This is an optimization exercise on Yosys and OpenROAD, whose aim is small area, a short achievable clock period and few clock cycles, not a production implementation. RTL that was checked went through simulation tests only; none was proved equivalent to the original. No activity file was given, so power comes from the tool's default toggle rates.

==> v36 <==
## crc8_framer
module crc8_framer (
    input  wire         clk,
    input  wire         rst,
    input  wire         rx_valid,
    input  wire [7:0]   rx_data,
    output wire         rx_ready,
    output wire         tx_valid,
    output wire [7:0]   tx_data,
    input  wire         tx_ready,
    input  wire         cmd_valid,
    output wire         cmd_ready,
    input  wire [7:0]   cmd_code,
    input  wire [7:0]   cmd_arg,
    input  wire [151:0] cmd_pkt,
    output reg          res_valid,
    output reg          res_ok,
    output reg  [31:0]  res_word,
    output reg  [151:0] res_pkt,
    output wire         pkt_avail,
    output wire         q_full
);
    function [7:0] crc8_byte;
        input [7:0] c;
        input [7:0] b;
        integer     i;
        reg   [7:0] t;
        begin
            t = c ^ b;
            for (i = 0; i < 8; i = i + 1)
                t = {t[6:0], 1'b0} ^ (t[7] ? 8'h07 : 8'h00);
            crc8_byte = t;
        end
    endfunction
    function [7:0] crc18;
        input [143:0] p;
        integer       i;
        reg   [7:0]   c;
        begin
            c = 8'h00;
            for (i = 0; i < 18; i = i + 1)
                c = crc8_byte(c, p[i*8 +: 8]);
            crc18 = c;
        end
    endfunction
    function [151:0] ctrl_pkt;
        input [7:0] t;
        reg [143:0] p;
        begin
            p        = {{16{8'hFF}}, t, 8'h10};
            ctrl_pkt = {crc18(p), p};
        end
    endfunction
    localparam [1:0] T_ACK = 2'd0, T_RETX = 2'd1, T_DATA = 2'd2;
    reg         rx_ready_q, cmd_ready_q;
  ...
==> flow/config.mk <==
export PLATFORM = sky130hd
export DESIGN_NAME = crc8_framer
export DESIGN_NICKNAME = crc8_framer
export VERILOG_FILES = /design/flow/design.v
export SDC_FILE = /design/flow/constraint.sdc
export NUM_CORES = 4
export LEC_CHECK = 0
export ABC_CLOCK_PERIOD_IN_PS = 2500
export CAP_MARGIN = 20
export CORE_MARGIN = 2
export CORE_UTILIZATION = 50
export SETUP_SLACK_MARGIN = 4.5
export SLEW_MARGIN = 20
==> flow/constraint.sdc <==
create_clock -name core_clock -period 8.0 [get_ports {clk}]
set_input_delay 1.6000 -clock core_clock [delete_from_list [all_inputs] [get_ports {clk}]]
set_output_delay 1.6000 -clock core_clock [all_outputs]
set_load 0.01 [all_outputs]
run.sh (not shown) runs the stock make flow with config.mk's settings and CLKGATE_MAP_FILE= SYNTH_SCRIPT=/design/flow/synth_recipe.tcl, a recipe that flattens the netlist after the stock synthesis.
==> inputs of v11, as changes to v36 <==
--- a/flow/design.v
+++ b/flow/design.v
@@ -204,18 +204,12 @@
                        !((pos_n == 5'd18) & !turn_n) &
                        (f_cnt_n <= 4'd7) & !data_busy_n;
     wire rx_ready_n  = (pos_n != 5'd18) |
                        (!turn_n & (f_cnt_n <= 4'd6) &
                         !(rd_pend_n & rd_full_n) &
                         !(cmd_fire & (q_cnt_n == 3'd7)));
-    wire c_known = (c_code == 8'h00) | (c_code == 8'h10) | (c_code == 8'h20) |
-                   (c_code == 8'h30) | (c_code == 8'h40) | (c_code == 8'h50) |
-                   (c_code == 8'h60) | (c_code == 8'h70) | (c_code == 8'h71) |
-                   (c_code == 8'h80) | (c_code == 8'h81) | (c_code == 8'h82) |
-                   (c_code == 8'h83);
-    wire c_imm   = c_v & !x_read & !x_crc & !(x_stat & s_ok);   
     always @(posedge clk) begin
         qr[0] <= q_in;
         for (k = 1; k < 7; k = k + 1)
             qr[k] <= qr[k-1];
         cr[0] <= port_new;
         for (k = 1; k < 28; k = k + 1)
@@ -246,49 +240,14 @@
         else
             res_pkt <= q_in;
         if (cb_step) begin
             cb_crc <= cb_next;
             cb_n   <= cb_busy ? cb_n + 5'd1 : 5'd1;
         end
-        res_ok <= !(c_v & (!c_known | ((c_code == 8'h30) & (q_cnt == 3'd0))));
-        if (st_pend | x_stat)
-            res_word <= stat_val & {32{s_ok | st_pend}};
-        else if (cb_busy)
-            res_word <= (c_code == 8'h70) ? {24'd0, cb_crc} :
-                                            {31'd0, cb_crc == res_pkt[7:0]};
-        else if (c_code == 8'h83)
-            res_word <= {24'd0, crc_acc};
-        else
-            res_word <= {31'd0, q_cnt != 3'd0};
-        if (d_store) begin
-            ins_slot <= q_wr;
-            ins_par  <= fpar;
-        end
-        if (x_read) begin
-            rd_slot <= q_rd;
-            rd_full <= is_full;
-        end
-        if (!st_pend) begin
-            st_k    <= s_k;
-            st_snap <= pend[s_k];
-        end
-        if (push) begin
-            fq[f_wr] <= push_tag;
-            last_tag <= push_tag;
-        end
-        if (x_send)
-            dreg <= res_pkt;
-        if (tx_go) begin
-            tx_data_q <= b0_go;
-            t_oh      <= 19'd1;
-        end else if (tx_fire) begin
-            tx_data_q <= nb;
-            t_oh      <= {t_oh[17:0], 1'b0};
-        end
-    end
-    always @(posedge clk) begin
+        res_ok  <= 1'b1;
+        res_word <= 32'd0;
         res_valid <= 1'b0;
         if (rst) begin
             rx_ready_q  <= 1'b1;
             cmd_ready_q <= 1'b1;
             pkt_avail_q <= 1'b0;
             q_full_q    <= 1'b0;
@@ -329,62 +288,120 @@
             cph      <= (cph == 5'd27) ? 5'd0 : cph + 5'd1;
             q_cnt <= q_cnt_n;
             if (ins_hit) ins_pend <= 1'b0;
             if (disp) fpar <= !fpar;
             if (d_store) begin
                 ins_pend <= 1'b1;
+                ins_slot <= q_wr;
+                ins_par  <= fpar;
                 q_wr     <= {q_wr[5:0], q_wr[6]};
             end
-            if (x_read)
+            if (x_read) begin
+                rd_slot <= q_rd;
+                rd_full <= is_full;
                 q_rd    <= {q_rd[5:0], q_rd[6]};
+            end
             rd_pend <= rd_pend_n;
             for (k = 0; k < 28; k = k + 1) begin
                 pend[k] <= ((cph == k[4:0]) ? 3'd0 : pend[k]) + {2'd0, ev[k]};
                 if (cph == k[4:0]) zf[k] <= 1'b0;
             end
             st_pend <= st_pend_n;
+            if (!st_pend) begin
+                st_k    <= s_k;
+                st_snap <= pend[s_k];
+            end
             if (push) begin
+                fq[f_wr] <= push_tag;
                 f_wr     <= f_wr + 3'd1;
+                last_tag <= push_tag;
                 last_v   <= 1'b1;
             end
+            if (x_send)
+                dreg <= res_pkt;
             if (pop)
                 f_rd <= f_rd + 3'd1;
             f_cnt <= f_cnt_n;
             f_ndata <= f_ndata_n;
-            if (tx_go)
+            if (tx_go) begin
                 tx_valid_q <= 1'b1;
-            else if (tx_end)
-                tx_valid_q <= 1'b0;
-            if (c_imm)
-                res_valid <= 1'b1;
-            if (x_setup) begin
-                q_rd     <= 7'd1;
-                q_wr     <= 7'd1;
-                q_cnt    <= 3'd0;
-                pkt_avail_q <= 1'b0;
-                q_full_q <= 1'b0;
-                ins_pend <= 1'b0;
-                last_v   <= 1'b0;
-                for (k = 0; k < 28; k = k + 1)
-                    pend[k] <= 3'd0;
-                zf       <= {28{1'b1}};
-                crc_acc  <= 8'h00;
-            end
-            if (c_v & (c_code == 8'h80))
-                crc_acc <= 8'h00;
-            if (c_v & (c_code == 8'h81))
-                crc_acc <= {crc_acc[6:0], 1'b0} ^ ((crc_acc[7] ^ c_arg[0]) ? 8'h07 : 8'h00);
-            if (c_v & (c_code == 8'h82))
-                crc_acc <= crc8_byte(crc_acc, c_arg);
+                tx_data_q  <= b0_go;
+                t_oh       <= 19'd1;
+            end else if (tx_fire) begin
+                if (!t_oh[18]) begin
+                    tx_data_q <= nb;
+                    t_oh      <= {t_oh[17:0], 1'b0};
+                end else begin
+                    tx_valid_q <= 1'b0;
+                end
+            end
+            if (c_v) begin
+                case (c_code)
+                8'h00: begin                                    
+                    res_valid <= 1'b1;
+                    q_rd     <= 7'd1;
+                    q_wr     <= 7'd1;
+                    q_cnt    <= 3'd0;
+                    pkt_avail_q <= 1'b0;
+                    q_full_q <= 1'b0;
+                    ins_pend <= 1'b0;
+                    last_v   <= 1'b0;
+                    for (k = 0; k < 28; k = k + 1)
+                        pend[k] <= 3'd0;
+                    zf       <= {28{1'b1}};
+                    crc_acc  <= 8'h00;
+                end
+                8'h10, 8'h40, 8'h50: res_valid <= 1'b1;        
+                8'h20: begin                                    
+                    res_valid <= 1'b1;
+                    res_word  <= {31'd0, q_cnt != 3'd0};
+                end
+                8'h30: begin                                    
+                    if (q_cnt == 3'd0) begin
+                        res_valid <= 1'b1;
+                        res_ok    <= 1'b0;
+                    end
+                end
+                8'h60: begin                                    
+                    if (!s_ok)
+                        res_valid <= 1'b1;
+                end
+                8'h70, 8'h71: ;                                 
+                8'h80: begin                                    
+                    res_valid <= 1'b1;
+                    crc_acc   <= 8'h00;
+                end
+                8'h81: begin                                    
+                    res_valid <= 1'b1;
+                    crc_acc   <= {crc_acc[6:0], 1'b0} ^ ((crc_acc[7] ^ c_arg[0]) ? 8'h07 : 8'h00);
+                end
+                8'h82: begin                                    
+                    res_valid <= 1'b1;
+                    crc_acc   <= crc8_byte(crc_acc, c_arg);
+                end
+                8'h83: begin                                    
+                    res_valid <= 1'b1;
+                    res_word  <= {24'd0, crc_acc};
+                end
+                default: begin                                  
+                    res_valid <= 1'b1;
+                    res_ok    <= 1'b0;
+                end
+                endcase
+            end
             if (rd_hit)
                 res_valid <= 1'b1;
             if (x_crc)
                 cb_busy <= 1'b1;
             if (cb_done) begin
                 cb_busy   <= 1'b0;
                 res_valid <= 1'b1;
+                res_word  <= (c_code == 8'h70) ? {24'd0, cb_crc} :
+                                                 {31'd0, cb_crc == res_pkt[7:0]};
             end
-            if (st_hit)
+            if (st_hit) begin
                 res_valid <= 1'b1;
+                res_word  <= stat_val;
+            end
         end
     end
 endmodule
==> flow/config.mk (replaced) <==
export PLATFORM = sky130hd
export DESIGN_NAME = crc8_framer
export DESIGN_NICKNAME = crc8_framer
export VERILOG_FILES = /design/flow/design.v
export SDC_FILE = /design/flow/constraint.sdc
export NUM_CORES = 4
export LEC_CHECK = 0
export CAP_MARGIN = 20
export CORE_MARGIN = 2
export CORE_UTILIZATION = 40
export SLEW_MARGIN = 20
==> inputs of v30, as changes to v36 <==
--- a/flow/design.v
+++ b/flow/design.v
@@ -75,12 +75,16 @@
     reg         ins_pend, ins_par;
     reg  [6:0]  ins_slot;
     reg         rd_pend, rd_full;
     reg  [6:0]  rd_slot;
     reg  [31:0] cr [0:27];
     reg  [4:0]  cph;                  
+    reg  [27:0] cph_oh;               
+    reg  [2:0]  ppq;                  
+    reg         zfq;                  
+    reg         st_add;               
     reg  [2:0]  pend [0:27];
     reg  [27:0] zf;                   
     reg         st_pend;
     reg  [4:0]  st_k;
     reg  [2:0]  st_snap;
     reg  [1:0]  fq [0:7];
@@ -177,30 +181,41 @@
         ev = 28'd0;
         if (disp & !crc_ok) ev[0] = 1'b1;
         if (d_qfull)        ev[1] = 1'b1;
         if (disp & crc_ok & t_le12) ev[5'd15 + rx_type[3:0]] = 1'b1;
         if (push & (push_type <= 8'd12)) ev[5'd2 + push_type[3:0]] = 1'b1;
     end
-    wire [2:0]  pend_port = pend[cph];
-    wire        zf_port   = zf[cph];
-    wire [31:0] port_base = zf_port ? 32'd0 : cr[27];
-    wire [31:0] port_new  = port_base + {29'd0, pend_port};
-    wire [31:0] stat_val  = port_base + {29'd0, st_pend ? st_snap : pend_port};
+    wire [31:0] port_base = zfq ? 32'd0 : cr[27];
+    wire [31:0] port_new  = port_base + {29'd0, ppq};
+    reg  [2:0]  pend_n [0:27];
+    reg  [27:0] zf_n;
+    reg  [2:0]  ppq_n;
+    reg         zfq_n;
+    always @(*) begin
+        ppq_n = 3'd0;
+        zfq_n = 1'b0;
+        for (k = 0; k < 28; k = k + 1) begin
+            pend_n[k] = x_setup ? 3'd0 : (cph_oh[k] ? 3'd0 : pend[k]) + {2'd0, ev[k]};
+            zf_n[k]   = x_setup | (zf[k] & !cph_oh[k]);
+            ppq_n = ppq_n | ({3{cph_oh[(k+27)%28]}} & pend_n[k]);
+            zfq_n = zfq_n | (cph_oh[(k+27)%28] & zf_n[k]);
+        end
+    end
     wire st_act = st_pend | (x_stat & s_ok);
     wire [4:0] st_tk = st_pend ? st_k : s_k;
     wire st_hit = st_act & (cph == st_tk);
     wire [151:0] stg_view = {stg[151:48], ins_par ? stg_b : stg_a};
     wire         ins_hit  = ins_pend & |(qph & ins_slot);
     wire [151:0] q_in     = ins_hit ? stg_view : qr[6];
     wire       rd_act = rd_pend | x_read;
     wire [6:0] rd_tgt = rd_pend ? rd_slot : q_rd;
     wire       rd_hit = rd_act & |(qph & rd_tgt);
     wire [2:0] q_cnt_n = q_cnt + {2'd0, d_store} - {2'd0, x_read};
     wire rd_pend_n = rd_act & !rd_hit;
     wire rd_full_n = rd_pend ? rd_full : is_full;
-    wire st_pend_n = st_act & !st_hit;
+    wire st_pend_n = (st_act & !st_hit) | st_hit;    
     wire turn_n    = (pos_n == 5'd18) & pos_18 & rx_ready_q & !rx_valid & cmd_valid;
     wire cb_busy_n   = x_crc | (cb_busy & !cb_done);
     wire cmd_ready_n = !cmd_fire & !rd_pend_n & !st_pend_n & !cb_busy_n & !rx_last &
                        !((pos_n == 5'd18) & !turn_n) &
                        (f_cnt_n <= 4'd7) & !data_busy_n;
     wire rx_ready_n  = (pos_n != 5'd18) |
@@ -247,14 +262,16 @@
             res_pkt <= q_in;
         if (cb_step) begin
             cb_crc <= cb_next;
             cb_n   <= cb_busy ? cb_n + 5'd1 : 5'd1;
         end
         res_ok <= !(c_v & (!c_known | ((c_code == 8'h30) & (q_cnt == 3'd0))));
-        if (st_pend | x_stat)
-            res_word <= stat_val & {32{s_ok | st_pend}};
+        if (st_add)
+            res_word <= res_word + {29'd0, st_snap};
+        else if (st_pend | x_stat)
+            res_word <= port_base & {32{s_ok | st_pend}};
         else if (cb_busy)
             res_word <= (c_code == 8'h70) ? {24'd0, cb_crc} :
                                             {31'd0, cb_crc == res_pkt[7:0]};
         else if (c_code == 8'h83)
             res_word <= {24'd0, crc_acc};
         else
@@ -302,12 +319,16 @@
             q_wr     <= 7'd1;
             q_cnt    <= 3'd0;
             ins_pend <= 1'b0;
             rd_pend  <= 1'b0;
             cb_busy  <= 1'b0;
             cph      <= 5'd0;
+            cph_oh   <= 28'd1;
+            ppq      <= 3'd0;
+            zfq      <= 1'b1;
+            st_add   <= 1'b0;
             for (k = 0; k < 28; k = k + 1)
                 pend[k] <= 3'd0;
             zf       <= {28{1'b1}};
             st_pend  <= 1'b0;
             f_rd     <= 3'd0;
             f_wr     <= 3'd0;
@@ -324,27 +345,30 @@
             pos      <= pos_n;
             cmd_turn <= turn_n;
             rb_v     <= rx_fire;
             c_v      <= cmd_fire;
             qph      <= {qph[5:0], qph[6]};
             cph      <= (cph == 5'd27) ? 5'd0 : cph + 5'd1;
+            cph_oh   <= {cph_oh[26:0], cph_oh[27]};
+            ppq      <= ppq_n;
+            zfq      <= zfq_n;
             q_cnt <= q_cnt_n;
             if (ins_hit) ins_pend <= 1'b0;
             if (disp) fpar <= !fpar;
             if (d_store) begin
                 ins_pend <= 1'b1;
                 q_wr     <= {q_wr[5:0], q_wr[6]};
             end
             if (x_read)
                 q_rd    <= {q_rd[5:0], q_rd[6]};
             rd_pend <= rd_pend_n;
-            for (k = 0; k < 28; k = k + 1) begin
-                pend[k] <= ((cph == k[4:0]) ? 3'd0 : pend[k]) + {2'd0, ev[k]};
-                if (cph == k[4:0]) zf[k] <= 1'b0;
-            end
-            st_pend <= st_pend_n;
+            for (k = 0; k < 28; k = k + 1)
+                pend[k] <= pend_n[k];
+            zf      <= zf_n;
+            st_pend <= st_act & !st_hit;
+            st_add  <= st_hit;
             if (push) begin
                 f_wr     <= f_wr + 3'd1;
                 last_v   <= 1'b1;
             end
             if (pop)
                 f_rd <= f_rd + 3'd1;
@@ -361,15 +385,12 @@
                 q_wr     <= 7'd1;
                 q_cnt    <= 3'd0;
                 pkt_avail_q <= 1'b0;
                 q_full_q <= 1'b0;
                 ins_pend <= 1'b0;
                 last_v   <= 1'b0;
-                for (k = 0; k < 28; k = k + 1)
-                    pend[k] <= 3'd0;
-                zf       <= {28{1'b1}};
                 crc_acc  <= 8'h00;
             end
             if (c_v & (c_code == 8'h80))
                 crc_acc <= 8'h00;
             if (c_v & (c_code == 8'h81))
                 crc_acc <= {crc_acc[6:0], 1'b0} ^ ((crc_acc[7] ^ c_arg[0]) ? 8'h07 : 8'h00);
@@ -380,11 +401,11 @@
             if (x_crc)
                 cb_busy <= 1'b1;
             if (cb_done) begin
                 cb_busy   <= 1'b0;
                 res_valid <= 1'b1;
             end
-            if (st_hit)
+            if (st_add)
                 res_valid <= 1'b1;
         end
     end
 endmodule
==> run notes <==
|  | v11 | v36 | v30 |
|---|---|---|---|
| Number of violations reported at the end of detailed-routing iteration 0 | 3525 | 4397 | 4051 |
| Outcome | timing/DRC/antenna clean | timing/DRC/antenna clean | timing/DRC/antenna clean |
| Internal Power | 23900 µW | 22900 µW | 23000 µW |
| Share of final-layout standard cells stronger than drive strength 1 | 10.6% | 17.6% | 15.9% |
| Die Y | 447 µm | 400 µm | 402 µm |
| Via density | 4.89 | 5.25 | 5.24 |
| Number of warnings issued by yosys | 4 | 4 | 5 |
| Headroom to the max-slew limit | 10.6% | 29.8% | 25.7% |
| Simple-Gate Fraction of Synth Area | 6.95% | 7.08% | 7.09% |
| Worst setup skew after layout | 0.0816 ns | 0.0681 ns | 0.0787 ns |
| Wire length of the first global-routing pass | 301000 µm | 302000 µm | 302000 µm |
| Share of cell area taken by flip-flops and latches | 64.7% | 63.6% | 64.1% |
| Clock network share of area | 9.99% | 9.55% | 9.73% |
| Cell Count Post-Placement | 8420 | 7866 | 7942 |
| Power density cells | 333 mW/mm² | 301 mW/mm² | 300 mW/mm² |
| Share of the synthesized area in compound gates (AO/OA/AOI/OAI) | 6.41% | 6.22% | 6.47% |
| Power in combinational cells | 2520 µW | 1130 µW | 908 µW |
| Final WL | 212000 µm | 214000 µm | 211000 µm |
| R2R Path Start | cph[0]$_SDFF_PP0_ | cph[1]$_SDFF_PP0_ | rx_type[6]$_DFFE_PP_ |
| Pin slew with the least headroom to its limit | 1.34 ns | 1.04 ns | 1.11 ns |
| Final setup slack of the worst path | 2.77 ns | 4.25 ns | 3.66 ns |
| Die span in x | 447 µm | 400 µm | 402 µm |
| Clk pin slew, worst setup/hold paths | 0.06 ns | 0.07 ns | 0.06 ns |
| Unrepaired setup endpoints after global routing | false | true | true |
Testbench counts of v11, summed over its fixed seeds: cycles 9,983.
Only the layout flow was run in v36 and v30; the RTL was not checked for function there.

==> what the ideal ports hide <==
The flow's constraints put no driver on any port. The routed layouts listed below were extracted and timed again, unchanged, in two steps. Step 1 assumes that a clkbuf_16 drives the clock port and a buf_2 every other input. Step 2 adds t to the input delays and takes it off the output delays; t is the mean of the earliest and latest rising clock arrival at the registers after step 1. Input paths then give back, and output paths get back, about the clock's delay inside the block. Slacks: no drivers / after step 1 / after step 2; pairs: no drivers / after step 1.
| run | shift t [ns] | setup slack, ns | hold WS [ns] | worst setup path at the end |
|---|---|---|---|---|
| v36 | 0.942 | 4.247 / 4.247 / 3.987 | 0.285 / 0.285 / 0.285 | input to register |
| v11 | 0.972 | 2.765 / 2.765 / 2.765 | 0.264 / 0.264 / 0.264 | register to register |
| v30 | 0.964 | 3.664 / 3.664 / 3.275 | 0.269 / 0.269 / 0.269 | input to register |
After both steps setup and hold are still met in every run listed. For v30, which loses most, drivers alone change the setup slack by 0.000 ns; drivers and shift together by -0.389 ns.
